Background: an optimization exercise with open tools, aiming at a short achievable clock period and few clock cycles. Do not read the settings as production practice. Only simulation tests tie the RTL to the original design; equivalence was not proved. No activity file was given, so power comes from the tool's default toggle rates.

File: flow/design.v
module cpusim_alu (
    input  wire [15:0] g,       
    input  wire [15:0] p,       
    input  wire        f,       
    input  wire        no,      
    input  wire        c1,      
    input  wire        e15,     
    input  wire        nm_and,  
    input  wire        copy,    
    input  wire        jx,      
    input  wire        pt,      
    input  wire        fetch,   
    input  wire        f_st,    
    input  wire        rd_q,    
    output wire [15:0] out,
    output wire        rd,      
    output wire        v_n,     
    output wire        we_n     
);
    wire [15:0] o = g | p;      
    wire [15:0] g1, p1, g2, p2, g3, p3, g4;
    genvar i;
    generate
        for (i = 0; i < 16; i = i + 1) begin : pre
            if (i >= 1) begin
                assign g1[i] = g[i] | (o[i] & g[i-1]);
                assign p1[i] = p[i] & p[i-1];
            end else begin
                assign g1[i] = g[i];
                assign p1[i] = p[i];
            end
            if (i >= 2) begin
                assign g2[i] = g1[i] | (p1[i] & g1[i-2]);
                assign p2[i] = p1[i] & p1[i-2];
            end else begin
                assign g2[i] = g1[i];
                assign p2[i] = p1[i];
            end
            if (i >= 4) begin
                assign g3[i] = g2[i] | (p2[i] & g2[i-4]);
                assign p3[i] = p2[i] & p2[i-4];
            end else begin
                assign g3[i] = g2[i];
                assign p3[i] = p2[i];
            end
            if (i >= 8) begin
                assign g4[i] = g3[i] | (p3[i] & g3[i-8]);
            end else begin
                assign g4[i] = g3[i];
            end
        end
    endgenerate
    wire [15:0] sum = p ^ {g4[14:0], 1'b0};    
    wire [15:0] res = f ? sum : g;
    assign out = no ? ~res : res;
    wire z_add0 = ~p[0] & (&(p[14:1] ~^ o[13:0]));
    wire z_add1 =  p[0] & (&(p[14:1] ^ g[13:0]));
    wire z_and0 = ~|g[14:0];
    wire z_and1 = &g[14:0];
    wire is_zero = f ? (no ? z_add1 : z_add0) : (no ? z_and1 : z_and0);
    wire n_match = f ? (g4[14] ~^ e15) : nm_and;
    wire cond = (is_zero ~^ c1) & n_match;
    wire taken = copy | cond;
    assign rd   = jx & (taken ^ pt);
    assign v_n  = fetch & ~rd & ~rd_q;
    assign we_n = f_st & ~rd & ~rd_q;
endmodule
module cpusim_core (
    input  wire        clk,
    input  wire        rst,         
    output wire [15:0] mem_addr,
    output wire        mem_re,
    output wire        mem_we,
    output wire [15:0] mem_wdata,
    input  wire [15:0] mem_rdata
);
    localparam [2:0] OP_STORE  = 3'b000;
    localparam [2:0] OP_LOAD   = 3'b001;
    localparam [2:0] OP_SETLOW = 3'b010;   
    localparam [2:0] OP_SETTOP = 3'b011;   
    localparam [2:0] OP_COPY   = 3'b100;
    localparam [2:0] OP_ALU    = 3'b101;
    reg [15:0] pc;       
    reg [15:0] ir;       
    reg        v;        
    reg [15:0] r2, r3, r4, r5, r6, r7;
    reg [15:0] madr;     
    reg        we;       
    reg        pt;       
    reg        rd;       
    reg [15:0] raddr;
    reg [15:0] ag, ap;   
    reg        a_f, a_no;
    reg        a_e15;    
    reg        a_nm;
    reg [15:0] wdata;    
    wire [2:0] op   = ir[2:0];
    wire [2:0] dst  = ir[8:6];
    wire [2:0] src  = ir[5:3];           
    wire e_ld   = v & (op == OP_LOAD);
    wire e_mem  = v & (op[2:1] == 2'b00);
    wire e_slow = v & (op == OP_SETLOW);
    wire e_stop = v & (op == OP_SETTOP);
    wire e_copy = v & (op == OP_COPY);
    wire e_alu  = v & (op == OP_ALU);
    function [15:0] read_reg;
        input [2:0] code;
        begin
            case (code)
                3'd0: read_reg = pc;
                3'd1: read_reg = ir;
                3'd2: read_reg = r2;
                3'd3: read_reg = r3;
                3'd4: read_reg = r4;
                3'd5: read_reg = r5;
                3'd6: read_reg = r6;
                default: read_reg = r7;
            endcase
        end
    endfunction
    wire [15:0] copy_value = read_reg(src);
    assign mem_addr  = madr;
    assign mem_we    = we;
    assign mem_re    = ~we;
    assign mem_wdata = wdata;
    wire        fetch = ~e_mem;
    wire [15:0] f     = mem_rdata;        
    wire [15:0] pc_n;
    wire [15:0] ca1, ca2, ca3, ca4;
    genvar i;
    generate
        for (i = 0; i < 16; i = i + 1) begin : inc
            assign ca1[i] = (i >= 1) ? (madr[i] & madr[i-1]) : madr[i];
            assign ca2[i] = (i >= 2) ? (ca1[i] & ca1[i-2]) : ca1[i];
            assign ca3[i] = (i >= 4) ? (ca2[i] & ca2[i-4]) : ca2[i];
            assign ca4[i] = (i >= 8) ? (ca3[i] & ca3[i-8]) : ca3[i];
            if (i == 0) begin
                assign pc_n[i] = ~madr[i];
            end else begin
                assign pc_n[i] = madr[i] ^ ca4[i-1];
            end
        end
    endgenerate
    wire [15:0] r2n = (e_copy & dst == 3'd2) ? copy_value : r2;
    wire [15:0] r3n = (e_copy & dst == 3'd3) ? copy_value : r3;
    wire [15:0] r4n = (e_copy & dst == 3'd4) ? copy_value : r4;
    wire [15:0] r5n = (e_copy & dst == 3'd5) ? copy_value : r5;
    wire [15:0] r6n = (e_copy & dst == 3'd6) ? copy_value : r6;
    wire [15:0] r7n = (e_copy & dst == 3'd7) ? copy_value :
                      e_slow ? {ir[10:3], r7[7:0]} :
                      e_stop ? {r7[15:8], ir[10:3]} : r7;
    wire [15:0] naddr_n, ag_n, ap_n;
    wire        f_pt, f_st, e15_n, nm_n;
    cpusim_fetch u_fetch (
        .f (f), .fetch (fetch),
        .q0 (fetch ? pc_n : pc),
        .r2n (r2n), .r3n (r3n), .r5n (r5n), .r6n (r6n), .r7n (r7n),
        .naddr_n (naddr_n), .f_pt (f_pt), .f_st (f_st), .ag_n (ag_n), .ap_n (ap_n),
        .e15_n (e15_n), .nm_n (nm_n)
    );
    wire [15:0] alu_out;
    wire        v_n, we_n, rd_n;
    cpusim_alu u_alu (
        .g (ag), .p (ap), .f (a_f), .no (a_no),
        .c1 (ir[13]), .e15 (a_e15), .nm_and (a_nm),
        .copy (op == OP_COPY),
        .jx (v & (((op == OP_COPY) & (dst == 3'd0)) | ((op == OP_ALU) & (src != 3'd0)))),
        .pt (pt), .fetch (fetch), .f_st (f_st), .rd_q (rd),
        .out (alu_out), .rd (rd_n), .v_n (v_n), .we_n (we_n)
    );
    wire [15:0] raddr_n = pt ? pc : (((op == OP_ALU) & (src == 3'd4)) ? alu_out : copy_value);
    always @(posedge clk) begin
        if (rst) begin
            pc    <= 16'h0000;
            ir    <= 16'h0000;
            v     <= 1'b0;
            r2    <= 16'h0000;
            r3    <= 16'h0000;
            r4    <= 16'h0000;
            r5    <= 16'h0000;
            r6    <= 16'h0000;
            r7    <= 16'h0000;
            madr  <= 16'h0000;
            rd    <= 1'b0;
            raddr <= 16'h0000;
            we    <= 1'b0;
            pt    <= 1'b0;
            ag    <= 16'h0000;
            ap    <= 16'h0000;
            wdata <= 16'h0000;
            a_f   <= 1'b0;
            a_no  <= 1'b0;
            a_e15 <= 1'b0;
            a_nm  <= 1'b0;
        end else begin
            if (e_ld) r6 <= mem_rdata;
            r7 <= r7n;
            if (e_copy) begin
                case (dst)
                    3'd2: r2 <= copy_value;
                    3'd3: r3 <= copy_value;
                    3'd4: r4 <= copy_value;
                    3'd5: r5 <= copy_value;
                    3'd6: r6 <= copy_value;
                    default: ;
                endcase
            end
            if (e_alu) r4 <= alu_out;
            madr  <= rd ? raddr : naddr_n;
            v     <= v_n;
            we    <= we_n;
            rd    <= rd_n;
            raddr <= raddr_n;
            if (f_st) wdata <= r7n;
            if (fetch) begin
                ir    <= f;
                pc    <= pc_n;
                pt    <= f_pt;
                ag    <= ag_n;
                ap    <= ap_n;
                a_e15 <= e15_n;
                a_nm  <= nm_n;
                a_f   <= f[7];
                a_no  <= f[6];
            end
        end
    end
endmodule
module cpusim_fetch (
    input  wire [15:0] f,         
    input  wire        fetch,     
    input  wire [15:0] q0,        
    input  wire [15:0] r2n, r3n, r5n, r6n, r7n,
    output reg  [15:0] naddr_n,
    output wire        f_pt,      
    output wire        f_st,      
    output wire [15:0] ag_n,
    output wire [15:0] ap_n,
    output wire        e15_n,     
    output wire        nm_n
);
    localparam [2:0] OP_STORE  = 3'b000;
    localparam [2:0] OP_COPY   = 3'b100;
    localparam [2:0] OP_ALU    = 3'b101;
    wire [2:0] f_op  = f[2:0];
    wire [2:0] f_src = f[5:3];
    wire f_mem   = (f_op[2:1] == 2'b00);
    wire f_copyj = (f_op == OP_COPY) & (f[8:6] == 3'd0);
    wire f_aluj  = (f_op == OP_ALU) & (f[13:12] != 2'b11);
    wire f_hi    = (f_src[2:1] == 2'b11) | (f_src == 3'd5);    
    assign f_pt  = (f_copyj & (f_hi | (f_src == 3'd0))) | (f_aluj & f_hi);
    assign f_st  = fetch & (f_op == OP_STORE);
    wire sel5 = fetch & (f_mem | ((f_copyj | f_aluj) & (f_src == 3'd5)));
    wire sel6 = fetch & (f_copyj | f_aluj) & (f_src == 3'd6);
    wire sel7 = fetch & (f_copyj | f_aluj) & (f_src == 3'd7);
    wire sel0 = ~(sel5 | sel6 | sel7);
    always @(*) begin
        naddr_n = ({16{sel0}} & q0) | ({16{sel5}} & r5n) |
                  ({16{sel6}} & r6n) | ({16{sel7}} & r7n);
    end
    wire [15:0] ix_z = f[11] ? 16'h0000 : r2n;
    wire [15:0] iy_z = f[9]  ? 16'h0000 : r3n;
    wire [15:0] ix_n = f[10] ? ~ix_z : ix_z;
    wire [15:0] iy_n = f[8]  ? ~iy_z : iy_z;
    assign ag_n = ix_n & iy_n;
    assign ap_n = ix_n ^ iy_n;
    assign e15_n = ap_n[15] ^ f[12] ^ f[6];
    assign nm_n  = ag_n[15] ~^ (f[12] ^ f[6]);
endmodule
File: flow/run.sh
#!/bin/bash
# synth_recipe.tcl (not shown) runs the flow's synth.tcl, then flattens the netlist and writes it again
# the make line also repeats each setting of config.mk as NAME=value (left out here)
make -C /OpenROAD-flow-scripts/flow DESIGN_CONFIG=/design/flow/config.mk WORK_HOME=/design/flow/orfs CLKGATE_MAP_FILE= SYNTH_SCRIPT=/design/flow/synth_recipe.tcl finish
File: flow/config.mk
export PLATFORM = sky130hd
export DESIGN_NAME = cpusim_core
export DESIGN_NICKNAME = cpusim_core
export VERILOG_FILES = /design/flow/design.v
export SDC_FILE = /design/flow/constraint.sdc
export NUM_CORES = 4
export LEC_CHECK = 0
export CAP_MARGIN = 20
export CORE_MARGIN = 2
export CORE_UTILIZATION = 40
export SETUP_SLACK_MARGIN = 4.5
export SLEW_MARGIN = 20
export SYNTH_HIERARCHICAL = 1
File: flow/constraint.sdc
create_clock -name core_clock -period 7.0 [get_ports {clk}]
set_input_delay 1.4000 -clock core_clock [delete_from_list [all_inputs] [get_ports {clk}]]
set_output_delay 1.4000 -clock core_clock [all_outputs]
set_load 0.01 [all_outputs]
==> results of run 1 <==
==> per-module statistics from Yosys (local to each module, per instance) <==
module        cell area (µm²)  cells  flops+latches
cpusim_core             10450   1282            214
cpusim_alu               1435    224              0
cpusim_fetch             1394    177              0
==> report_power, final <==
group | internal [mW] | leakage (nW) | switching, mW
combinational | 0.344 | 4.43 | 0.437
sequential | 1.27 | 1.77 | 0.0834
clock | 0.811 | 0.413 | 0.547
==> state kept, by name, summed over array words and instances (netlist names), 16 cells and up <==
name / flops
ag: 16
r2: 16
r6: 16
r3: 16
raddr: 16
madr: 16
r7: 16
ir: 16
pc: 16
ap: 16
r5: 16
wdata: 16
r4: 16
==> routing by layer <==
metal	vias to the layer above	part of all wire, %	track usage [%]
met2	828	43	46.71
met5	-	0.033	0
met3	224	11	6.406
met1	6833	41	41.63
li1	6244	-	-
met4	4	5.5	12.44
==> worst max path at each step <==
stage	start	end	slack [ns]	depth (start not counted)
2_1_floorplan	mem_rdata[6]	madr[5]	4.26	7
3_3_place_gp	mem_rdata[1]	wdata[10]	2.60	6
3_5_place_dp	mem_rdata[1]	wdata[10]	2.43	6
4_1_cts	ap[10]	we	4.28	9
5_1_grt	ap[5]	raddr[13]	4.17	13
6_report	ir[5]	a_e15	4.26	13
==> layout by cell type, fill, tap and decap left out, types with 24 or more instances in the layout <==
master     instances
nand2b_1          41
nor2_1            89
o21ai_0           53
buf_4            140
mux2i_1           52
inv_1             26
o22ai_1           31
dfxtp_1          161
o21ai_1           30
buf_2             31
nor2b_1           25
a211oi_1          37
and2_1            24
nand2_1          252
xnor2_1           56
buf_6             25
nand3_1           41
a21oi_1           91
dfxtp_4           31
clkbuf_16         29
==> what timing repair did <==
action / CTS / global route
resized for setup: 394 / 174
hold buffers: 0 / 0
pin swaps: 55 / 89
endpoints found under the hold margin: 0 / 0
buffers inserted: 106 / 51
endpoints found under the setup margin: 213 / 100
gates cloned: 11 / 4
==> stage by stage <==
stage               hold WS, ns  instances  util [%]  worst slack (ns)  power [mW]
floorplan                0.4273       1683         -             4.260       1.717
global placement         0.4384       2046     42.54             2.603       1.884
detailed placement       0.4438       2046     42.54             2.425       1.890
CTS                      0.4523       2207     51.09             4.278       3.384
global route             0.4676       2262     53.91             4.172       3.576
finish                   0.4555       2263     53.92             4.256       3.488
==> area by class of cell <==
cell class,instances,area [µm²]
antenna,1,2.502
clock buffer,39,758.2
clock inverter,5,75.07
fill,2921,15030
inverter,29,118.9
multi-input combinational,1289,9360
sequential,214,4428
tap,442,553.0
timing repair buffer,244,2292
==> worst register-to-register path, cell delays in order (launching register included) <==
cell and delay, ns:
dfxtp_4 0.45, buf_12 0.18, mux2i_4 0.28, o22ai_2 0.09, a311o_1 0.42, o211ai_4 0.14
buf_6 0.15, o21ai_4 0.06, nand2b_1 0.10, xnor2_1 0.08, ha_1 0.35, xor2_1 0.17
nand2_1 0.09, a21oi_2 0.06
==> logic make-up (layout without fill, tap and decap cells) <==
group                    Yosys count  count (layout)  share of synthesized area, %
AND/OR/NAND/NOR                  650             653                         24.89
AO/OA/AOI/OAI                    442             444                         21.97
flip-flops                       214             214                         32.27
buffers and inverters            185             317                         6.702
multiplexers                      89              89                         6.881
XOR/XNOR                          86              86                         5.674
adder cells (fa/ha/maj)           17              17                         1.602
other                              0               1                             0
==> impl_metrics.tcl, run 1 <==
set metrics [dict create \
    peakVddDrop_uv 153.2 \
    postSynthCellCount 1683 \
    track_usage_pct 30.45 \
    period_share_pct 39.20 \
    dpl.hpwl_um 34430 \
    gp_congestion 0.9790 \
    clk_pin_slew_ns 0.06 \
    synth_edf_count 0 \
    clk_latency_ns 0.54 \
    cts_sinks 214 \
    ys_seq_area_share_pct 32.27 \
    ys_top_cells_by_area "dfxtp_1, nand2_1, mux2i_1" \
    whs_path_depth 2 \
    place_area_um2 13880 \
    grt_first_pass_wirelength_um 79640 \
    cp_slowest_cell "dfxtp_4" \
    synth_top_cell_by_area "dfxtp_1" \
    critPathArrivalTime_ns 3.13 \
    reg2regPathDepth 13 \
    cts_buffers 25 \
    synthesis.nets 1718 \
    reg2reg_slack_ns 4.26 \
    path_max_fanout 7 \
    power_leakage_nw 6.616 \
    end_kind "flop" \
    grt_pass1_vias 12839 \
    netlist.area_leader.share_pct 32.27 \
    area_delta_synth_final_pct 32.50 \
    cp-start-kind "flop" \
    ant_nets 0 \
    rsz0062_at_grt "true" \
    coreArea_um2 32620 \
    worstMarginPinSlew_ns 1.082 \
    finish.instance_area_um2 17590 \
    max_cap_violations 0 \
    finalSetupTns_ns 0 \
    crit_family "compound AO/OA/AOI/OAI gates" \
    synth-seq-cells 214 \
    antenna_found_initial 3 \
    root_buffer "clkbuf_16" \
    synth_cell_type_count 93 \
    r2r-start "ir[5]" \
    timing.slew.headroom_pct 27.77 \
    netlist_area_um2 13270 \
    globalRouteOverflowTotal 0 \
    syn_area_per_cell_um2 7.887 \
    via_count 14133 \
    ys_top_cells_by_count "nand2_1, dfxtp_1, a21oi_1" \
    num-nets-final 1838 \
    drive_gt1_share_pct 30.66 \
    die_area_um2 34660 \
    drtIter0Drc 1786 \
    route.detailed.drc 0 \
    drtPass1Iterations 9 \
    grt_max_degree 89 \
    routed_via_density 6.245 \
    cp.required_ns 7.38 \
    wl_um 54850 \
    setup.worst_path.class "reg2reg" \
    clock-skew-final_ns 0.01397 \
    synth_ff_type "dfxtp_1" \
    start_util_pct 40.69 \
    max_freq_mhz 364.4 \
    cp_cell_sequence "buf_12 > mux2i_4 > o22ai_2 > a311o_1 > o211ai_4 > buf_6 > o21ai_4 > nand2b_1 > xnor2_1 > ha_1 > xor2_1 > nand2_1 > a21oi_2" \
    hold_viol 0 \
    die_h_um 186.2 \
    io_pins 52 \
    critPathMaxStageDelay_ns 0.45 \
    io_buffers 51 \
    r2r-end "a_e15" \
    min_to "ir[11]" \
    htreeDepth 1 \
    setup_viol 0 \
    rows 66 \
    wl_per_cell_um 24.24 \
    hold_path.class "reg2reg" \
    yosysWarnings 8 \
    fp.dieW_um 186.2 \
    tritoncts "yes" \
    p_per_area_nw_per_um2 198.3 \
    cts.path.max_buffers 3 \
    hp-start "ir[11]" \
    async_flop_share_pct 0 \
    status "finished clean" \
    maxSlewViolCount 0 \
    synthMostInstantiatedCell "nand2_1" \
    path_buf_inv 2 \
    min_period_ns 2.744 \
]
Testbench counts, summed over its fixed seeds: cycles 39,350.
==> run 2, diff against run 1 <==
--- a/flow/design.v
+++ b/flow/design.v
@@ -90,4 +90,5 @@
     reg        rd;       
     reg [15:0] raddr;
+    reg        rj4;      
     reg [15:0] ag, ap;   
     reg        a_f, a_no;
@@ -169,5 +170,6 @@
         .out (alu_out), .rd (rd_n), .v_n (v_n), .we_n (we_n)
     );
-    wire [15:0] raddr_n = pt ? pc : (((op == OP_ALU) & (src == 3'd4)) ? alu_out : copy_value);
+    wire [15:0] raddr_n = pt ? pc : copy_value;
+    wire        rj4_n   = ~pt & (op == OP_ALU) & (src == 3'd4);
     always @(posedge clk) begin
         if (rst) begin
@@ -184,4 +186,5 @@
             rd    <= 1'b0;
             raddr <= 16'h0000;
+            rj4   <= 1'b0;
             we    <= 1'b0;
             pt    <= 1'b0;
@@ -207,9 +210,10 @@
             end
             if (e_alu) r4 <= alu_out;
-            madr  <= rd ? raddr : naddr_n;
+            madr  <= rd ? (rj4 ? r4 : raddr) : naddr_n;
             v     <= v_n;
             we    <= we_n;
             rd    <= rd_n;
             raddr <= raddr_n;
+            rj4   <= rj4_n;
             if (f_st) wdata <= r7n;
             if (fetch) begin
@@ -264,5 +268,5 @@
     wire [15:0] iy_n = f[8]  ? ~iy_z : iy_z;
     assign ag_n = ix_n & iy_n;
-    assign ap_n = ix_n ^ iy_n;
+    assign ap_n = (ix_z ^ iy_z) ^ {16{f[10] ^ f[8]}};
     assign e15_n = ap_n[15] ^ f[12] ^ f[6];
     assign nm_n  = ag_n[15] ~^ (f[12] ^ f[6]);
--- a/flow/config.mk
+++ b/flow/config.mk
@@ -6,4 +6,5 @@
 export NUM_CORES = 4
 export LEC_CHECK = 0
+export ABC_AREA = 1
 export CAP_MARGIN = 20
 export CORE_MARGIN = 2
==> run 2 against run 1 <==
Against the previous run:
- count of clock-buffer cells in the layout decreased by 1
- worst hold slack improved by 0.030 ns
- clock power is 5% higher
- sequential power barely moved
- synthesized cell count up 33%
- critical path depth shrank 1
- total power grew 4.5%
- routed wire length increased by 14%
- flip-flop and latch count up 1
- area after synthesis increased by 4.2%
- clock skew decreased by 0.0043 ns
- sequential share of layout area shrank 0.36 points
- critical endpoint is now ap[2]
- largest power group unchanged
==> impl_metrics.tcl, run 2 <==
set metrics [dict create \
    wl_per_cell_um 22.30 \
    fp.dieW_um 190.0 \
    critPathMaxStageDelay_ns 0.58 \
    cp_slowest_cell "or2_0" \
    ant_nets 0 \
    ys_top_cells_by_area "dfxtp_1, nand2_1, nor2_1" \
    p_clk_share_pct 39.1 \
    worstMarginPinSlew_ns 1.022 \
    routed_via_density 5.711 \
    drtIter0Drc 2063 \
    hold_viol 0 \
    gp_congestion 1.010 \
    multi_input_area_um2 8796 \
    ys_seq_area_share_pct 31.11 \
    cts_sinks 215 \
    cts_hold_buf 0 \
    power_leakage_nw 8.311 \
    synth_cell_type_count 45 \
    layout_common_cells "nand2_1, nor2_1, inv_1" \
    drtPass1Iterations 6 \
    p_per_area_nw_per_um2 206.9 \
    setup.worst_path.class "reg2reg" \
    root_buffer "clkbuf_16" \
    clk_latency_ns 0.55 \
    pwr-share-comb_pct 23.1 \
    rows 68 \
    io_pins 52 \
    clock-skew-final_ns 0.009675 \
    end_kind "flop" \
    area_delta_synth_final_pct 27.34 \
    dpl.hpwl_um 41140 \
    finish.instance_area_um2 17620 \
    rsz0062_at_grt "true" \
    peakVddDrop_uv 158.1 \
    place_area_um2 14450 \
    antenna_found_initial 3 \
    synth-seq-cells 215 \
    power.internal_mw 2.473 \
    tritoncts "yes" \
    timing.slew.headroom_pct 31.87 \
    timing.hold.ws_ns 0.4856 \
    netlist.area_leader.share_pct 31.11 \
    cts_buffers 26 \
    fillers 3469 \
    coreArea_um2 34290 \
    synth_edf_count 0 \
    netlist_area_um2 13830 \
    cp_cell_sequence "buf_12 > clkinv_16 > nor2_4 > inv_4 > or2_0 > a31oi_2 > inv_1 > nand2_1 > xnor2_2 > xor2_1 > o21ai_0 > nor2_1" \
    min_period_ns 2.486 \
    max_freq_mhz 402.3 \
    via_count 16037 \
    critPathArrivalTime_ns 2.93 \
    switchingPower_mw 1.172 \
    postSynthCellCount 2245 \
    grt_pass1_vias 14522 \
    yosysWarnings 8 \
    grt_max_degree 81 \
    die_h_um 190.0 \
    synth_ff_type "dfxtp_1" \
    finalSetupTns_ns 0 \
    grt_first_pass_wirelength_um 89570 \
    swShare_pct 32.15 \
    cp-start-kind "flop" \
    max_cap_violations 0 \
    synth_top_cell_by_area "dfxtp_1" \
    start_util_pct 40.34 \
    hold_path.class "reg2reg" \
    drive_gt1_share_pct 19.22 \
    wl_um 62610 \
    clk_pin_slew_ns 0.06 \
    regArea_um2 4372 \
    syn_area_per_cell_um2 6.162 \
    ys_top_cells_by_count "nand2_1, nor2_1, dfxtp_1" \
    globalRouteOverflowTotal 0 \
    htreeDepth 1 \
    setup_viol 0 \
    synthesis.nets 2264 \
    maxSlewViolCount 0 \
    synthMostInstantiatedCell "nand2_1" \
    cts.path.max_buffers 3 \
    final_common_cell "nand2_1" \
    die_area_um2 36090 \
    route.detailed.drc 0 \
    num-nets-final 2355 \
    io_buffers 51 \
    path_max_fanout 37 \
    async_flop_share_pct 0 \
    period_share_pct 35.51 \
    cp.required_ns 7.44 \
    track_usage_pct 32.58 \
    status "finished clean" \
    power.sequential.fraction_pct 37.8 \
]
run 2: modules after synthesis (local to each module, per instance):
module | area, µm² | flip-flops and latches | times used | cells inside
cpusim_alu | 1567 | 0 | 1 | 345
cpusim_core | 10610 | 215 | 1 | 1618
cpusim_fetch | 1657 | 0 | 1 | 282
run 2: cell families after synthesis:
group / Yosys count / share of synthesized area (%)
adders and majority gates: 1 / 0.09043
buffers and inverters: 357 / 10.61
xor gates and xnor gates: 89 / 5.771
and+or+nand+nor: 1292 / 40.86
DFF: 215 / 31.11
AOI/OAI and AO/OA: 291 / 11.55
run 2: metrics by stage:
stage / setup slack [ns] / power (mW) / instances / util, %
floorplan: 4.459 / 1.803 / 2245 / -
global placement: 3.320 / 2.022 / 2637 / 42.15
detailed placement: 3.234 / 2.025 / 2637 / 42.15
CTS: 4.365 / 3.510 / 2735 / 47.35
global route: 4.406 / 3.769 / 2807 / 51.37
finish: 4.514 / 3.644 / 2808 / 51.38
run 2: worst paths after layout:
| path | start | slack [ns] | depth (start not counted) | end |
|---|---|---|---|---|
| max | ir[5] | 4.51 | 12 | ap[2] |
| min | a_nm | 0.49 | 2 | a_nm |
| max reg2reg | ir[5] | 4.51 | 12 | ap[2] |
| min reg2reg | a_nm | 0.49 | 2 | a_nm |
run 2: what timing repair did:
item / CTS / global route
cloned: 8 / 13
resized for setup: 286 / 186
buffers inserted: 46 / 59
setup endpoints to repair: 221 / 79
pin swaps: 21 / 65
run 2: power groups by stage:
stage / clock (mW) / combinational (mW) / sequential [mW]
floorplan: 0 / 0.440 / 1.36
global placement: 0 / 0.623 / 1.40
detailed placement: 0 / 0.626 / 1.40
CTS: 1.44 / 0.703 / 1.37
global route: 1.48 / 0.903 / 1.38
finish: 1.43 / 0.841 / 1.38
run 2: layer usage:
layer,global-route usage (%),wire (µm),up-vias
met1,45.11,26920,7486
met4,14.91,3417,2
met2,49.94,26800,865
met5,0,11,-
li1,-,-,7477
met3,4.796,5452,207
run 2: final cells by class:
cell class | instances | area share (%)
timing repair buffer | 193 | 11.59
timing repair inverter | 1 | 0.06393
inverter | 223 | 5.341
clock buffer | 38 | 4.411
sequential | 215 | 24.82
tap | 455 | 3.232
clock inverter | 6 | 0.5966
multi-input combinational | 1676 | 49.93
antenna | 1 | 0.01421
run 2: worst max-delay path, delay by kind of cell, from the launching register on:
| family | cells | cell delay [ns] |
|---|---|---|
| XOR/XNOR | 2 | 0.28 |
| AND/OR/NAND/NOR | 4 | 0.80 |
| AO/OA/AOI/OAI | 2 | 0.37 |
| buffers and inverters | 4 | 0.54 |
| flip-flops | 1 | 0.35 |
Testbench counts of run 2, summed over its fixed seeds: cycles 39,350.
==> run 3, diff against run 2 <==
--- a/flow/design.v
+++ b/flow/design.v
@@ -96,29 +96,19 @@
     reg        a_nm;
     reg [15:0] wdata;    
+    reg [15:0] cv;       
+    reg        cv4;      
     wire [2:0] op   = ir[2:0];
     wire [2:0] dst  = ir[8:6];
     wire [2:0] src  = ir[5:3];           
-    wire e_ld   = v & (op == OP_LOAD);
-    wire e_mem  = v & (op[2:1] == 2'b00);
-    wire e_slow = v & (op == OP_SETLOW);
-    wire e_stop = v & (op == OP_SETTOP);
-    wire e_copy = v & (op == OP_COPY);
-    wire e_alu  = v & (op == OP_ALU);
-    function [15:0] read_reg;
-        input [2:0] code;
-        begin
-            case (code)
-                3'd0: read_reg = pc;
-                3'd1: read_reg = ir;
-                3'd2: read_reg = r2;
-                3'd3: read_reg = r3;
-                3'd4: read_reg = r4;
-                3'd5: read_reg = r5;
-                3'd6: read_reg = r6;
-                default: read_reg = r7;
-            endcase
-        end
-    endfunction
-    wire [15:0] copy_value = read_reg(src);
+    reg d_ld, d_mem, d_slow, d_stop, d_copy, d_alu, d_jx, d_j4;
+    reg [7:2] d_cp;                      
+    wire e_ld   = v & d_ld;
+    wire e_mem  = v & d_mem;
+    wire e_slow = v & d_slow;
+    wire e_stop = v & d_stop;
+    wire e_copy = v & d_copy;
+    wire e_alu  = v & d_alu;
+    wire [7:2] e_cp = {6{v}} & d_cp;
+    wire [15:0] copy_value = cv4 ? r4 : cv;
     assign mem_addr  = madr;
     assign mem_we    = we;
@@ -143,13 +133,13 @@
         end
     endgenerate
-    wire [15:0] r2n = (e_copy & dst == 3'd2) ? copy_value : r2;
-    wire [15:0] r3n = (e_copy & dst == 3'd3) ? copy_value : r3;
-    wire [15:0] r4n = (e_copy & dst == 3'd4) ? copy_value : r4;
-    wire [15:0] r5n = (e_copy & dst == 3'd5) ? copy_value : r5;
-    wire [15:0] r6n = (e_copy & dst == 3'd6) ? copy_value : r6;
-    wire [15:0] r7n = (e_copy & dst == 3'd7) ? copy_value :
+    wire [15:0] r2n = e_cp[2] ? copy_value : r2;
+    wire [15:0] r3n = e_cp[3] ? copy_value : r3;
+    wire [15:0] r4n = e_cp[4] ? copy_value : r4;
+    wire [15:0] r5n = e_cp[5] ? copy_value : r5;
+    wire [15:0] r6n = e_cp[6] ? copy_value : r6;
+    wire [15:0] r7n = e_cp[7] ? copy_value :
                       e_slow ? {ir[10:3], r7[7:0]} :
                       e_stop ? {r7[15:8], ir[10:3]} : r7;
-    wire [15:0] naddr_n, ag_n, ap_n;
+    wire [15:0] naddr_n, ag_n, ap_n, cv_n;
     wire        f_pt, f_st, e15_n, nm_n;
     cpusim_fetch u_fetch (
@@ -157,4 +147,5 @@
         .q0 (fetch ? pc_n : pc),
         .r2n (r2n), .r3n (r3n), .r5n (r5n), .r6n (r6n), .r7n (r7n),
+        .r4n (r4n), .cv_n (cv_n),
         .naddr_n (naddr_n), .f_pt (f_pt), .f_st (f_st), .ag_n (ag_n), .ap_n (ap_n),
         .e15_n (e15_n), .nm_n (nm_n)
@@ -165,11 +156,10 @@
         .g (ag), .p (ap), .f (a_f), .no (a_no),
         .c1 (ir[13]), .e15 (a_e15), .nm_and (a_nm),
-        .copy (op == OP_COPY),
-        .jx (v & (((op == OP_COPY) & (dst == 3'd0)) | ((op == OP_ALU) & (src != 3'd0)))),
+        .copy (d_copy), .jx (v & d_jx),
         .pt (pt), .fetch (fetch), .f_st (f_st), .rd_q (rd),
         .out (alu_out), .rd (rd_n), .v_n (v_n), .we_n (we_n)
     );
     wire [15:0] raddr_n = pt ? pc : copy_value;
-    wire        rj4_n   = ~pt & (op == OP_ALU) & (src == 3'd4);
+    wire        rj4_n   = ~pt & d_j4;
     always @(posedge clk) begin
         if (rst) begin
@@ -196,18 +186,23 @@
             a_e15 <= 1'b0;
             a_nm  <= 1'b0;
+            cv    <= 16'h0000;
+            cv4   <= 1'b0;
+            d_ld   <= 1'b0;
+            d_mem  <= 1'b0;
+            d_slow <= 1'b0;
+            d_stop <= 1'b0;
+            d_copy <= 1'b0;
+            d_alu  <= 1'b0;
+            d_jx   <= 1'b0;
+            d_j4   <= 1'b0;
+            d_cp   <= 6'd0;
         end else begin
+            r7 <= r7n;
+            r2 <= r2n;
+            r3 <= r3n;
+            r4 <= e_alu ? alu_out : r4n;
+            r5 <= r5n;
             if (e_ld) r6 <= mem_rdata;
-            r7 <= r7n;
-            if (e_copy) begin
-                case (dst)
-                    3'd2: r2 <= copy_value;
-                    3'd3: r3 <= copy_value;
-                    3'd4: r4 <= copy_value;
-                    3'd5: r5 <= copy_value;
-                    3'd6: r6 <= copy_value;
-                    default: ;
-                endcase
-            end
-            if (e_alu) r4 <= alu_out;
+            else      r6 <= r6n;
             madr  <= rd ? (rj4 ? r4 : raddr) : naddr_n;
             v     <= v_n;
@@ -225,4 +220,18 @@
                 a_e15 <= e15_n;
                 a_nm  <= nm_n;
+                cv    <= cv_n;
+                cv4   <= (f[5:3] == 3'd4) & e_alu;
+                d_ld   <= (f[2:0] == OP_LOAD);
+                d_mem  <= (f[2:1] == 2'b00);
+                d_slow <= (f[2:0] == OP_SETLOW);
+                d_stop <= (f[2:0] == OP_SETTOP);
+                d_copy <= (f[2:0] == OP_COPY);
+                d_alu  <= (f[2:0] == OP_ALU);
+                d_jx   <= ((f[2:0] == OP_COPY) & (f[8:6] == 3'd0)) |
+                          ((f[2:0] == OP_ALU) & (f[5:3] != 3'd0));
+                d_j4   <= (f[2:0] == OP_ALU) & (f[5:3] == 3'd4);
+                d_cp   <= {(f[8:6] == 3'd7), (f[8:6] == 3'd6), (f[8:6] == 3'd5),
+                           (f[8:6] == 3'd4), (f[8:6] == 3'd3), (f[8:6] == 3'd2)} &
+                          {6{f[2:0] == OP_COPY}};
                 a_f   <= f[7];
                 a_no  <= f[6];
@@ -241,4 +250,6 @@
     output wire [15:0] ag_n,
     output wire [15:0] ap_n,
+    input  wire [15:0] r4n,       
+    output reg  [15:0] cv_n,      
     output wire        e15_n,     
     output wire        nm_n
@@ -263,4 +274,16 @@
                   ({16{sel6}} & r6n) | ({16{sel7}} & r7n);
     end
+    always @(*) begin
+        case (f_src)
+            3'd0: cv_n = q0;
+            3'd1: cv_n = f;
+            3'd2: cv_n = r2n;
+            3'd3: cv_n = r3n;
+            3'd4: cv_n = r4n;
+            3'd5: cv_n = r5n;
+            3'd6: cv_n = r6n;
+            default: cv_n = r7n;
+        endcase
+    end
     wire [15:0] ix_z = f[11] ? 16'h0000 : r2n;
     wire [15:0] iy_z = f[9]  ? 16'h0000 : r3n;
==> run 3 against run 2 <==
Against the previous run:
- worst hold slack got worse by 0.013 ns
- total power fell by 3.3%
- core utilization fell by 4.1 points
- sequential share of layout area rose by 4.0 points
- highest routed layer is now met4
- cell area fell by 4.6%
- die area rose by 4.4%
==> impl_metrics.tcl, run 3 <==
set metrics [dict create \
    antenna_found_initial 0 \
    min_period_ns 2.481 \
    drtIter0Drc 1444 \
    timing.hold.ws_ns 0.4731 \
    fp.dieW_um 194.1 \
    netlist.area_leader.share_pct 33.09 \
    finalSetupTns_ns 0 \
    p_per_area_nw_per_um2 209.8 \
    cts.path.max_buffers 3 \
    grt_pass1_vias 13709 \
    rows 69 \
    antenna_cells 0 \
    syn_area_per_cell_um2 6.462 \
    cts_buffers 28 \
    max_cap_violations 0 \
    cts_sinks 239 \
    peakVddDrop_uv 180.5 \
    path_max_fanout 5 \
    critPathMaxStageDelay_ns 0.38 \
    die_area_um2 37690 \
    track_usage_pct 29.50 \
    area_delta_synth_final_pct 16.20 \
    drtPass1Iterations 5 \
    layout_common_cells "nand2_1, nor2_1, inv_1" \
    coreArea_um2 35570 \
    ys_top_cells_by_area "dfxtp_1, nand2_1, nor2_1" \
    via_count 14822 \
    route.detailed.drc 0 \
    timing.slew.headroom_pct 47.22 \
    num-nets-final 2282 \
    netlist_area_um2 14460 \
    clock-skew-final_ns 0.01562 \
    setup.worst_path.class "reg2out" \
    pwr-share-comb_pct 14.4 \
    htreeDepth 1 \
    async_flop_share_pct 0 \
    grt_max_degree 97 \
    synth_edf_count 0 \
    synthesis.nets 2257 \
    routed_via_density 5.402 \
    ant_nets 0 \
    path_buf_inv 1 \
    clk_pin_slew_ns 0.07 \
    wl_per_cell_um 20.86 \
    ys_seq_area_share_pct 33.09 \
    fillers 3754 \
    drive_gt1_share_pct 13.49 \
    setup_viol 0 \
    critPathArrivalTime_ns 1.08 \
    multi_input_area_um2 8372 \
    io_buffers 51 \
    end_kind "output pin" \
    cp.required_ns 5.60 \
    postSynthCellCount 2238 \
    start_util_pct 40.66 \
    cp_cell_sequence "buf_4" \
    clk_latency_ns 0.56 \
    status "finished clean" \
    synth_top_cell_by_area "dfxtp_1" \
    synth_ff_type "dfxtp_1" \
    hold_path.class "reg2reg" \
    power.internal_mw 2.520 \
    ys_top_cells_by_count "nand2_1, nor2_1, dfxtp_1, inv_1, a21oi_1" \
    switchingPower_mw 1.005 \
    rsz0062_at_grt "true" \
    dpl.hpwl_um 40690 \
    p_clk_share_pct 44.2 \
    max_freq_mhz 403.1 \
    tritoncts "yes" \
    power.sequential.fraction_pct 41.4 \
    period_share_pct 35.44 \
    swShare_pct 28.51 \
    reg2reg_slack_ns 4.56 \
    cp_slowest_cell "dfxtp_4" \
    regArea_um2 4847 \
    cp-start-kind "flop" \
    yosysWarnings 8 \
    maxSlewViolCount 0 \
    synth_cell_type_count 53 \
    globalRouteOverflowTotal 0 \
    grt_first_pass_wirelength_um 86000 \
    die_h_um 194.1 \
    worstMarginPinSlew_ns 0.7909 \
    final_common_cell "nand2_1" \
    synth-seq-cells 239 \
    synthMostInstantiatedCell "nand2_1" \
    crit_family "flip-flops" \
    gp_congestion 0.9924 \
    root_buffer "clkbuf_16" \
    power_leakage_nw 7.620 \
    io_pins 52 \
    wl_um 57250 \
    hold_viol 0 \
]
==> run 3: cell types whose count changed after synthesis, moves of 14 or more <==
cell      change
o21ai_0      +17
nand3_1      -79
o21ai_1      +36
a21oi_1      +59
a31oi_2      +14
nand4_1      -87
nand2_1      -65
or2_2        -21
clkbuf_1     -24
nor2_1       +42
inv_1        +34
dfxtp_1      +24
==> run 3: logic make-up after synthesis <==
family / after synthesis / synth area share [%]
and+or+nand+nor: 1090 / 31.67
AOI/OAI and AO/OA: 437 / 18.20
buffers and inverters: 378 / 11.20
DFF: 239 / 33.09
xor gates and xnor gates: 93 / 5.762
adders and majority gates: 1 / 0.08651
==> run 3: timing repair <==
item / 4_1_cts / 5_1_grt
pin swaps: 4 / 10
setup buffers: 23 / 19
endpoints found under the setup margin: 202 / 101
cloned: 3 / 4
hold buffers: 0 / 0
gates resized for setup: 256 / 66
==> run 3: Yosys stat by module, one instance, submodules excluded <==
module	cells	area, µm²
cpusim_core	1436	10450
cpusim_alu	345	1567
cpusim_fetch	457	2442
==> run 3: layer usage <==
layer | routed length (µm) | share of wire [%] | track usage [%]
met5 | 0 | 0 | 0
met4 | 2238 | 3.9 | 10.75
met3 | 4830 | 8.4 | 4.053
met2 | 24850 | 43 | 45.42
met1 | 25330 | 44 | 41.92
==> run 3: through the flow <==
step / cells / setup slack (ns) / utilization, % / instance area [µm²] / power [mW]
floorplan: 2238 / 4.496 / - / 14550 / 1.790
global placement: 2645 / 3.297 / 42.31 / 15050 / 1.941
detailed placement: 2645 / 3.245 / 42.31 / 15050 / 1.944
CTS: 2721 / 4.499 / 46.16 / 16420 / 3.514
global route: 2744 / 4.436 / 47.24 / 16800 / 3.651
finish: 2744 / 4.519 / 47.24 / 16800 / 3.525
==> run 3: worst paths after layout <==
path,from,end,cells past startpoint
max reg2reg,v,madr[2],10
min reg2reg,r3[0],r3[0],2
max,madr[11],mem_addr[11],1
min,r3[0],r3[0],2
==> run 3: power groups by stage <==
stage               sequential [mW]  combinational, mW  clock [mW]
floorplan                      1.47              0.319           0
global placement               1.49              0.451           0
detailed placement             1.49              0.453           0
CTS                            1.46              0.479        1.58
global route                   1.46              0.555        1.63
finish                         1.46              0.508        1.56
==> run 3: cell type report <==
cell class | count | share of cell area, %
flip-flops and latches | 239 | 28.85
clock buffers | 39 | 4.780
repair buffers | 109 | 5.845
multi-input cells | 1626 | 49.82
well taps | 461 | 3.433
clock inverters | 11 | 0.9978
inverters | 259 | 6.277
==> run 3: worst reg2reg max path, stage by stage (launching register included) <==
cell,delay [ns]
dfxtp_1,0.35
buf_12,0.23
nand2_8,0.28
inv_6,0.42
buf_6,0.40
nand2_1,0.17
nand2_1,0.18
nand4_1,0.12
nand2_1,0.09
o211ai_1,0.08
inv_1,0.08
Testbench counts of run 3, summed over its fixed seeds: cycles 39,350.
==> run 4, diff against run 3 <==
--- a/flow/design.v
+++ b/flow/design.v
@@ -13,4 +13,6 @@
     input  wire        f_st,    
     input  wire        rd_q,    
+    input  wire        xv,      
+    input  wire        erd,     
     output wire [15:0] out,
     output wire        rd,      
@@ -62,7 +64,7 @@
     wire cond = (is_zero ~^ c1) & n_match;
     wire taken = copy | cond;
-    assign rd   = jx & (taken ^ pt);
-    assign v_n  = fetch & ~rd & ~rd_q;
-    assign we_n = f_st & ~rd & ~rd_q;
+    assign rd   = jx & ~xv & (taken ^ pt);
+    assign v_n  = fetch & ~rd & ~rd_q & ~erd;
+    assign we_n = f_st & ~rd & ~rd_q & ~erd;
 endmodule
 module cpusim_core (
@@ -102,4 +104,5 @@
     wire [2:0] src  = ir[5:3];           
     reg d_ld, d_mem, d_slow, d_stop, d_copy, d_alu, d_jx, d_j4;
+    reg d_xv, d_xt;                      
     reg [7:2] d_cp;                      
     wire e_ld   = v & d_ld;
@@ -142,5 +145,5 @@
                       e_stop ? {r7[15:8], ir[10:3]} : r7;
     wire [15:0] naddr_n, ag_n, ap_n, cv_n;
-    wire        f_pt, f_st, e15_n, nm_n;
+    wire        f_pt, f_st, e15_n, nm_n, xv_n, xt_n;
     cpusim_fetch u_fetch (
         .f (f), .fetch (fetch),
@@ -149,5 +152,8 @@
         .r4n (r4n), .cv_n (cv_n),
         .naddr_n (naddr_n), .f_pt (f_pt), .f_st (f_st), .ag_n (ag_n), .ap_n (ap_n),
-        .e15_n (e15_n), .nm_n (nm_n)
+        .e15_n (e15_n), .nm_n (nm_n),
+        .zx (r2n[14:0] == 15'd0), .ox (&r2n[14:0]), .sx (r2n[15]),
+        .zy (r3n[14:0] == 15'd0), .oy (&r3n[14:0]), .sy (r3n[15]),
+        .xv_n (xv_n), .xt_n (xt_n)
     );
     wire [15:0] alu_out;
@@ -158,7 +164,9 @@
         .copy (d_copy), .jx (v & d_jx),
         .pt (pt), .fetch (fetch), .f_st (f_st), .rd_q (rd),
+        .xv (d_xv), .erd (erd),
         .out (alu_out), .rd (rd_n), .v_n (v_n), .we_n (we_n)
     );
     wire [15:0] raddr_n = pt ? pc : copy_value;
+    wire        erd     = v & d_jx & d_xv & (d_xt ^ pt);
     wire        rj4_n   = ~pt & d_j4;
     always @(posedge clk) begin
@@ -196,4 +204,6 @@
             d_jx   <= 1'b0;
             d_j4   <= 1'b0;
+            d_xv   <= 1'b0;
+            d_xt   <= 1'b0;
             d_cp   <= 6'd0;
         end else begin
@@ -205,5 +215,5 @@
             if (e_ld) r6 <= mem_rdata;
             else      r6 <= r6n;
-            madr  <= rd ? (rj4 ? r4 : raddr) : naddr_n;
+            madr  <= rd ? (rj4 ? r4 : raddr) : erd ? raddr_n : naddr_n;
             v     <= v_n;
             we    <= we_n;
@@ -231,4 +241,6 @@
                           ((f[2:0] == OP_ALU) & (f[5:3] != 3'd0));
                 d_j4   <= (f[2:0] == OP_ALU) & (f[5:3] == 3'd4);
+                d_xv   <= xv_n;
+                d_xt   <= xt_n;
                 d_cp   <= {(f[8:6] == 3'd7), (f[8:6] == 3'd6), (f[8:6] == 3'd5),
                            (f[8:6] == 3'd4), (f[8:6] == 3'd3), (f[8:6] == 3'd2)} &
@@ -253,5 +265,9 @@
     output reg  [15:0] cv_n,      
     output wire        e15_n,     
-    output wire        nm_n
+    output wire        nm_n,
+    input  wire        zx, ox, sx,   
+    input  wire        zy, oy, sy,   
+    output wire        xv_n,      
+    output wire        xt_n       
 );
     localparam [2:0] OP_STORE  = 3'b000;
@@ -286,4 +302,20 @@
         endcase
     end
+    wire a_zx = f[11], a_nx = f[10], a_zy = f[9], a_ny = f[8], a_f = f[7], a_no = f[6];
+    wire x_pass = a_zy & (a_f ? ~a_ny : a_ny);    
+    wire y_pass = a_zx & (a_f ? ~a_nx : a_nx);
+    wire k_zero = ~a_f & ((a_zx & ~a_nx) | (a_zy & ~a_ny));    
+    wire use_x  = x_pass & ~a_zx;
+    wire use_y  = ~use_x & y_pass & ~a_zy;
+    wire is_k   = (x_pass | y_pass | k_zero) & ~use_x & ~use_y;
+    wire k_val  = k_zero ? a_no : x_pass ? (a_nx ^ a_no) : (a_ny ^ a_no);
+    wire pol    = use_x ? (a_nx ^ a_no) : (a_ny ^ a_no);
+    wire v_z    = use_x ? (pol ? ox : zx) : (pol ? oy : zy);
+    wire v_s    = (use_x ? sx : sy) ^ pol;
+    wire r_z    = is_k ? ~k_val : v_z;
+    wire r_s    = is_k ? k_val : v_s;
+    wire x_alu  = (f_op == OP_ALU) & (x_pass | y_pass | k_zero) & (f_src != 3'd4);
+    assign xv_n = f_copyj | x_alu;
+    assign xt_n = f_copyj | ((r_z == f[13]) & (r_s == f[12]));
     wire [15:0] ix_z = f[11] ? 16'h0000 : r2n;
     wire [15:0] iy_z = f[9]  ? 16'h0000 : r3n;
==> run 4 against run 3 <==
Against the previous run:
- sequential share of layout area shrank 1.4 points
- via count grew 9.5%
- non-clock buffer count rose by 50
- largest power group unchanged
- synthesized cell count increased by 4.2%
- count of clock-buffer cells in the layout increased by 2
- core utilization is 1.6 points higher
- critical path type is now in2reg
- flip-flop and latch count rose by 2
- still clean on timing, DRC and antenna
- sequential power barely moved
- total power up 2.9%
- critical path depth is 13 higher
==> impl_metrics.tcl, run 4 <==
set metrics [dict create \
    timing.hold.ws_ns 0.4612 \
    hold_viol 0 \
    max_freq_mhz 383.3 \
    path_buf_inv 4 \
    synth_cell_type_count 56 \
    finalSetupTns_ns 0 \
    setup_viol 0 \
    fillers 3802 \
    hold_path.class "reg2reg" \
    min_to "rj4" \
    synth_top_cell_by_area "dfxtp_1" \
    cts_hold_buf 0 \
    timing.slew.headroom_pct 27.90 \
    grt_pass1_vias 14904 \
    drtPass1Iterations 7 \
    cp.required_ns 7.41 \
    ant_nets 0 \
    crit_family "simple AND/OR/NAND/NOR gates" \
    r2r-end "d_xt" \
    setup.worst_path.class "in2reg" \
    syn_area_per_cell_um2 6.304 \
    coreArea_um2 36430 \
    num-nets-final 2434 \
    end_kind "flop" \
    ys_top_cells_by_count "nand2_1, nor2_1, inv_1" \
    ys_top_cells_by_area "dfxtp_1, nand2_1, nor2_1" \
    clk_latency_ns 0.57 \
    reg2reg_slack_ns 4.43 \
    grt_util_met2_pct 49.67 \
    drive_gt1_share_pct 17.50 \
    peakVddDrop_uv 177.8 \
    synth-xor-area-share_pct 5.427 \
    rows 70 \
    p_total_mw 3.626 \
    use_met1_pct 42.30 \
    yosysWarnings 8 \
    status "finished clean" \
    synth_edf_count 0 \
    postSynthCellCount 2333 \
    synth_top_family_by_area "simple AND/OR/NAND/NOR gates" \
    p_per_area_nw_per_um2 203.7 \
    cts_sinks 241 \
    grt_first_pass_wirelength_um 91110 \
    cts.path.max_buffers 3 \
    min_period_ns 2.609 \
    rsz0062_at_grt "true" \
    final_common_cell "nand2_1" \
    io_buffers 51 \
    r2r-start "cv4" \
    async_flop_share_pct 0 \
    regArea_um2 4885 \
    synth_ff_type "dfxtp_1" \
    period_share_pct 37.27 \
    drtIter0Drc 1599 \
    io_pins 52 \
    wl_per_cell_um 21.01 \
    max_cap_violations 0 \
    synthMostInstantiatedCell "nand2_1" \
    cts_buffers 29 \
    fp.dieW_um 195.8 \
    netlist_area_um2 14710 \
    antenna_found_initial 0 \
    cp_cell_sequence "buf_8 > inv_8 > nor3_4 > o21ai_2 > nand2_4 > nand2_8 > o21ai_4 > o21bai_4 > buf_12 > o21ai_2 > inv_1 > nand2_1 > nand3_2 > a21oi_2" \
    use_met3_pct 3.971 \
    power_leakage_nw 8.145 \
    whs_path_depth 2 \
    critPathArrivalTime_ns 3.02 \
    maxSlewViolCount 0 \
    routed_via_density 5.591 \
    htreeDepth 1 \
    synth-simple-area-share_pct 33.25 \
    dp_slack_ns 2.718 \
    die_h_um 195.8 \
    route.detailed.drc 0 \
    synth-seq-cells 241 \
    dpl.hpwl_um 42440 \
    synth_compound_area_share_pct 17.45 \
    grt_max_degree 114 \
    area_delta_synth_final_pct 21.06 \
    hp-start "d_j4" \
    netlist.area_leader.share_pct 32.80 \
    start_util_pct 40.37 \
    die_area_um2 38320 \
    worstMarginPinSlew_ns 1.080 \
    clock-skew-final_ns 0.01971 \
    reg2regPathDepth 20 \
    clk_pin_slew_ns 0.06 \
    synth_fa_ha_area_share_pct 0.08507 \
    root_buffer "clkbuf_16" \
    crit_top_cell "o21ai_2" \
    tritoncts "yes" \
    final_core_util_pct 48.87 \
    wl_um 61000 \
    layout_common_cells "nand2_1, nor2_1, inv_1" \
    cp-start-kind "input port" \
    gp_congestion 0.9723 \
    layout_setup_ws_ns 4.391 \
    grt_busiest_layer "met2" \
    synthesis.nets 2352 \
    track_usage_pct 31.01 \
    critPathMaxStageDelay_ns 0.27 \
    cp_slowest_cell "nor3_4" \
    via_count 16231 \
    path_max_fanout 7 \
    globalRouteOverflowTotal 0 \
    ys_seq_area_share_pct 32.80 \
    multi_input_area_um2 8777 \
    synth_mux_area_share_pct 0 \
]
## run 4: cells by family (layout without fill, tap and decap cells)
family / Yosys count / count (layout)
other: 0 / 1
AOI/OAI and AO/OA: 454 / 454
xor gates and xnor gates: 89 / 89
and+or+nand+nor: 1168 / 1171
DFF: 241 / 241
buffers and inverters: 380 / 478
adders and majority gates: 1 / 1
## run 4: per-layer routing
layer  part of all wire (%)  up-vias
met3                    7.5      183
li1                       -     7666
met5                      0        -
met1                     43     7666
met4                    5.1        0
met2                     44      716
## run 4: per-stage QoR
| step | cells | area, µm² |
|---|---|---|
| after floorplan | 2333 | 14780 |
| after global placement | 2751 | 15360 |
| after detailed placement | 2751 | 15360 |
| after CTS | 2866 | 17310 |
| after global routing | 2902 | 17800 |
| final | 2903 | 17810 |
## run 4: tightest hold or removal path, delay by kind of cell, from the launching register on
family | cells | cell delay [ns]
DFF | 1 | 0.32
and+or+nand+nor | 2 | 0.10
## run 4: Yosys stat by module, one instance, submodules excluded
module | cells | flops+latches | copies in the design
cpusim_fetch | 434 | 0 | 1
cpusim_alu | 335 | 0 | 1
cpusim_core | 1564 | 241 | 1
## run 4: repair_timing
action | CTS | global route
endpoints found under the setup margin | 150 | 47
buffers inserted | 57 | 32
gates cloned | 8 | 4
gates resized for setup | 355 | 60
pin swaps | 30 | 28
## run 4: worst max path at each step
stage	slack, ns	from	depth (start not counted)	end
3_3_place_gp	2.80	mem_rdata[8]	13	madr[4]
6_report	4.39	mem_rdata[2]	14	madr[10]
5_1_grt	4.30	cv4	20	d_xt
3_5_place_dp	2.72	mem_rdata[6]	12	madr[1]
4_1_cts	4.47	v	12	madr[12]
2_1_floorplan	4.16	mem_rdata[1]	12	madr[5]
## run 4: layout make-up
cell class,instances,area share (%)
multi-input combinational,1715,49.29
sequential,241,27.43
timing repair buffer,159,8.158
inverter,266,6.036
clock buffer,41,4.722
tap,468,3.289
clock inverter,9,0.8362
timing repair inverter,3,0.2178
antenna,1,0.01405
## run 4: where the power goes
group / total, mW / switching [mW] / internal, mW / leakage, nW
Combinational: 0.557 / 0.363 / 0.193 / 5.68
Clock: 1.59 / 0.619 / 0.973 / 0.490
Sequential: 1.48 / 0.0570 / 1.42 / 1.98
Total: 3.63 / 1.04 / 2.59 / 8.15
Testbench counts of run 4, summed over its fixed seeds: cycles 38,464.
==> run 5, diff against run 4 <==
--- a/flow/design.v
+++ b/flow/design.v
@@ -144,4 +144,6 @@
                       e_slow ? {ir[10:3], r7[7:0]} :
                       e_stop ? {r7[15:8], ir[10:3]} : r7;
+    wire [15:0] raddr_n = pt ? pc : copy_value;
+    wire        erd     = v & d_jx & d_xv & (d_xt ^ pt);
     wire [15:0] naddr_n, ag_n, ap_n, cv_n;
     wire        f_pt, f_st, e15_n, nm_n, xv_n, xt_n;
@@ -149,4 +151,6 @@
         .f (f), .fetch (fetch),
         .q0 (fetch ? pc_n : pc),
+        .hold (rst | rd | erd),
+        .alt (rst ? 16'h0000 : rd ? (rj4 ? r4 : raddr) : erd ? raddr_n : 16'h0000),
         .r2n (r2n), .r3n (r3n), .r5n (r5n), .r6n (r6n), .r7n (r7n),
         .r4n (r4n), .cv_n (cv_n),
@@ -167,7 +171,6 @@
         .out (alu_out), .rd (rd_n), .v_n (v_n), .we_n (we_n)
     );
-    wire [15:0] raddr_n = pt ? pc : copy_value;
-    wire        erd     = v & d_jx & d_xv & (d_xt ^ pt);
     wire        rj4_n   = ~pt & d_j4;
+    always @(posedge clk) madr <= naddr_n;
     always @(posedge clk) begin
         if (rst) begin
@@ -181,5 +184,4 @@
             r6    <= 16'h0000;
             r7    <= 16'h0000;
-            madr  <= 16'h0000;
             rd    <= 1'b0;
             raddr <= 16'h0000;
@@ -215,5 +217,4 @@
             if (e_ld) r6 <= mem_rdata;
             else      r6 <= r6n;
-            madr  <= rd ? (rj4 ? r4 : raddr) : erd ? raddr_n : naddr_n;
             v     <= v_n;
             we    <= we_n;
@@ -256,4 +257,6 @@
     input  wire        fetch,     
     input  wire [15:0] q0,        
+    input  wire        hold,      
+    input  wire [15:0] alt,
     input  wire [15:0] r2n, r3n, r5n, r6n, r7n,
     output reg  [15:0] naddr_n,
@@ -287,6 +290,6 @@
     wire sel0 = ~(sel5 | sel6 | sel7);
     always @(*) begin
-        naddr_n = ({16{sel0}} & q0) | ({16{sel5}} & r5n) |
-                  ({16{sel6}} & r6n) | ({16{sel7}} & r7n);
+        naddr_n = ({16{~hold & sel0}} & q0) | ({16{~hold & sel5}} & r5n) |
+                  ({16{~hold & sel6}} & r6n) | ({16{~hold & sel7}} & r7n) | alt;
     end
     always @(*) begin
==> run 5 against run 4 <==
Against the previous run:
- still clean on timing, DRC and antenna
- routed wire length decreased by 3.1%
- area after synthesis about the same
- synthesized cell count increased by 0.60%
- global-route usage decreased by 2.1 points
- clock power decreased by 3%
- clock skew decreased by 0.0079 ns
- critical endpoint is now d_xt
==> impl_metrics.tcl, run 5 <==
set metrics [dict create \
    num-nets-final 2408 \
    coreArea_um2 36430 \
    synth_cell_type_count 53 \
    setup_viol 0 \
    clock-skew-final_ns 0.01182 \
    hold_viol 0 \
    routed_via_density 5.618 \
    drtPass1Iterations 6 \
    die_area_um2 38330 \
    ys_top_cells_by_count "nand2_1, nor2_1, inv_1" \
    period_share_pct 35.55 \
    status "finished clean" \
    crit_family "simple AND/OR/NAND/NOR gates" \
    power_leakage_nw 7.784 \
    drive_gt1_share_pct 15.44 \
    timing.hold.ws_ns 0.4461 \
    ys_seq_area_share_pct 32.79 \
    stdcell_count 2878 \
    antenna_found_initial 1 \
    track_usage_pct 28.91 \
    final_core_util_pct 48.10 \
    maxSlewViolCount 0 \
    netlist_area_um2 14710 \
    grt_pass1_vias 14679 \
    cp.required_ns 7.45 \
    synth_top_cell_by_area "dfxtp_1" \
    async_flop_share_pct 0 \
    layout_common_cells "nand2_1, nor2_1, inv_1" \
    hold_path.class "reg2reg" \
    path_max_fanout 6 \
    crit_top_cell "nand2_1" \
    rows 70 \
    place_area_um2 15450 \
    multi_input_area_um2 8625 \
    ys_top_cells_by_area "dfxtp_1, nand2_1, nor2_1" \
    regArea_um2 4900 \
    grt_max_degree 93 \
    root_buffer "clkbuf_16" \
    synth_edf_count 0 \
    area_delta_synth_final_pct 19.13 \
    rsz0062_at_grt "true" \
    yosysWarnings 8 \
    critPathArrivalTime_ns 2.94 \
    tritoncts "yes" \
    cp_slowest_cell "buf_2" \
    htreeDepth 1 \
    clk_pin_slew_ns 0.06 \
    gp_congestion 0.9720 \
    place_inst 2759 \
    min_period_ns 2.488 \
    max_cap_violations 0 \
    setup.worst_path.class "in2reg" \
    ant_nets 0 \
    final_common_cell "nand2_1" \
    finish.instance_area_um2 17530 \
    globalRouteOverflowTotal 0 \
    start_util_pct 40.38 \
    via_count 16169 \
    cp_cell_sequence "buf_2 > clkinvlp_4 > buf_4 > buf_4 > nand3_1 > nand3_1 > a21oi_1 > nand2_1 > nand3_1 > nand2_1 > nand2_1 > nand2_1 > nor2_1 > nor2_1" \
    dpl.hpwl_um 40010 \
    synthesis.nets 2366 \
    cts_sinks 241 \
    finalSetupTns_ns 0 \
    worstMarginPinSlew_ns 0.8736 \
    route.detailed.drc 0 \
    synth_ff_type "dfxtp_1" \
    postSynthCellCount 2347 \
    peakVddDrop_uv 185.4 \
    wl_per_cell_um 20.54 \
    io_buffers 51 \
    clk_latency_ns 0.56 \
    drtIter0Drc 1946 \
    grt_first_pass_wirelength_um 86030 \
    max_freq_mhz 401.9 \
    path_buf_inv 4 \
    cts_buffers 28 \
    netlist.area_leader.share_pct 32.79 \
    syn_area_per_cell_um2 6.269 \
    p_per_area_nw_per_um2 201.7 \
    synth-seq-cells 241 \
    critPathMaxStageDelay_ns 0.20 \
    synthMostInstantiatedCell "nand2_1" \
    timing.slew.headroom_pct 41.68 \
    cp-start-kind "input port" \
    wl_um 59120 \
    io_pins 52 \
    cts.path.max_buffers 3 \
    fp.dieW_um 195.8 \
    fillers 3790 \
    end_kind "flop" \
    die_h_um 195.8 \
]
## run 5: final cells by class
type                       count  area share, %
sequential                   241          27.96
antenna                        1        0.01428
multi-input combinational   1682          49.21
tap                          468          3.341
clock inverter                 9         0.7496
inverter                     308          7.182
timing repair buffer         125          6.696
clock buffer                  41          4.733
timing repair inverter         3         0.1214
## run 5: logic make-up after synthesis
logic type	after synthesis	synth area share, %
xor+xnor	90	5.485
flops	241	32.79
buf+inv	427	11.90
fa+ha+maj	1	0.08503
compound gates	451	17.43
simple gates	1137	32.31
## run 5: metal layers
metal | wire (µm) | GRT usage [%]
met5 | 0 | 0
met3 | 5106 | 2.871
met1 | 25310 | 40.13
met2 | 25870 | 46.15
met4 | 2837 | 11.67
## run 5: report_power, final
| part | total [mW] | internal (mW) | switching (mW) |
|---|---|---|---|
| clock | 1.54 | 0.926 | 0.611 |
| sequential | 1.48 | 1.42 | 0.0577 |
| combinational | 0.523 | 0.175 | 0.348 |
| total | 3.54 | 2.52 | 1.02 |
## run 5: final timing paths
| path | to | start | slack, ns | cells after the start |
|---|---|---|---|---|
| max | d_xt | mem_rdata[11] | 4.51 | 14 |
| min | rj4 | d_j4 | 0.45 | 2 |
| max reg2reg | d_xt | cv4 | 4.58 | 21 |
| min reg2reg | rj4 | d_j4 | 0.45 | 2 |
## run 5: per-module statistics from Yosys (local to each module, per instance)
| module | copies in the design | flip-flops and latches | area [µm²] |
|---|---|---|---|
| cpusim_fetch | 1 | 0 | 2664 |
| cpusim_core | 1 | 241 | 10470 |
| cpusim_alu | 1 | 0 | 1583 |
## run 5: stage by stage
stage | setup slack [ns] | power, mW
2_1_floorplan | 4.463 | 1.802
3_3_place_gp | 2.977 | 1.953
3_5_place_dp | 2.908 | 1.956
4_1_cts | 4.500 | 3.509
5_1_grt | 4.428 | 3.649
6_report | 4.512 | 3.536
## run 5: timing repair
action | 4_1_cts | 5_1_grt
pin swaps | 11 | 23
cloned | 4 | 9
endpoints found under the setup margin | 205 | 50
endpoints found under the hold margin | 0 | 0
resized for setup | 292 | 97
buffers inserted | 33 | 22
hold buffers | 0 | 0
## run 5: worst register-to-register path: stages (launching register included)
cell and delay, ns:
dfxtp_1 0.32, buf_12 0.17, inv_16 0.14, nand2_2 0.10, nand2_4 0.14, nand2_2 0.07, nand2_1 0.16, nand2_1 0.08
nor2_1 0.13, nand3_1 0.09, nor2_1 0.11, inv_1 0.05, o21ai_1 0.11, inv_1 0.05, a21oi_1 0.12, nand2_1 0.09
nand3_1 0.08, nand2_1 0.06, nand2_1 0.06, nand2_1 0.05, nor2_1 0.10, nor2_1 0.05
Testbench counts of run 5, summed over its fixed seeds: cycles 38,464.

## what the ideal ports hide
No port has a modelled driver above. Below, the same layouts with a new extraction and two added sets of constraints.
Step 1, drivers: a clkbuf_16 drives clk and a buf_2 each remaining input, both assumed.
Step 2 adds t to the input delays and takes it off the output delays; t is the mean of the earliest and latest rising clock arrival at the registers after step 1. Input paths then give back, and output paths get back, about the clock's delay inside the block.
Three values: no drivers, after step 1, after step 2; two values: the first two.
run	t (ns)	setup slack, ns	hold WS [ns]	latest minus earliest clock arrival (ns)	pins driven straight from the clock port
run 1	0.585	4.256 / 4.256 / 3.811	0.456 / 0.456 / 0.456	0.014 / 0.014	1
run 2	0.603	4.514 / 4.488 / 3.950	0.486 / 0.486 / 0.486	0.009 / 0.009	1
run 3	0.597	4.519 / 4.471 / 3.982	0.473 / 0.473 / 0.473	0.017 / 0.017	1
run 4	0.621	4.391 / 4.395 / 3.774	0.461 / 0.461 / 0.461	0.021 / 0.021	1
run 5	0.613	4.512 / 4.476 / 3.883	0.446 / 0.446 / 0.446	0.012 / 0.012	1
After both steps every run listed still meets setup and hold. The setup slack of run 5, which loses most, moves by -0.036 ns with the drivers and by -0.629 ns with both steps.
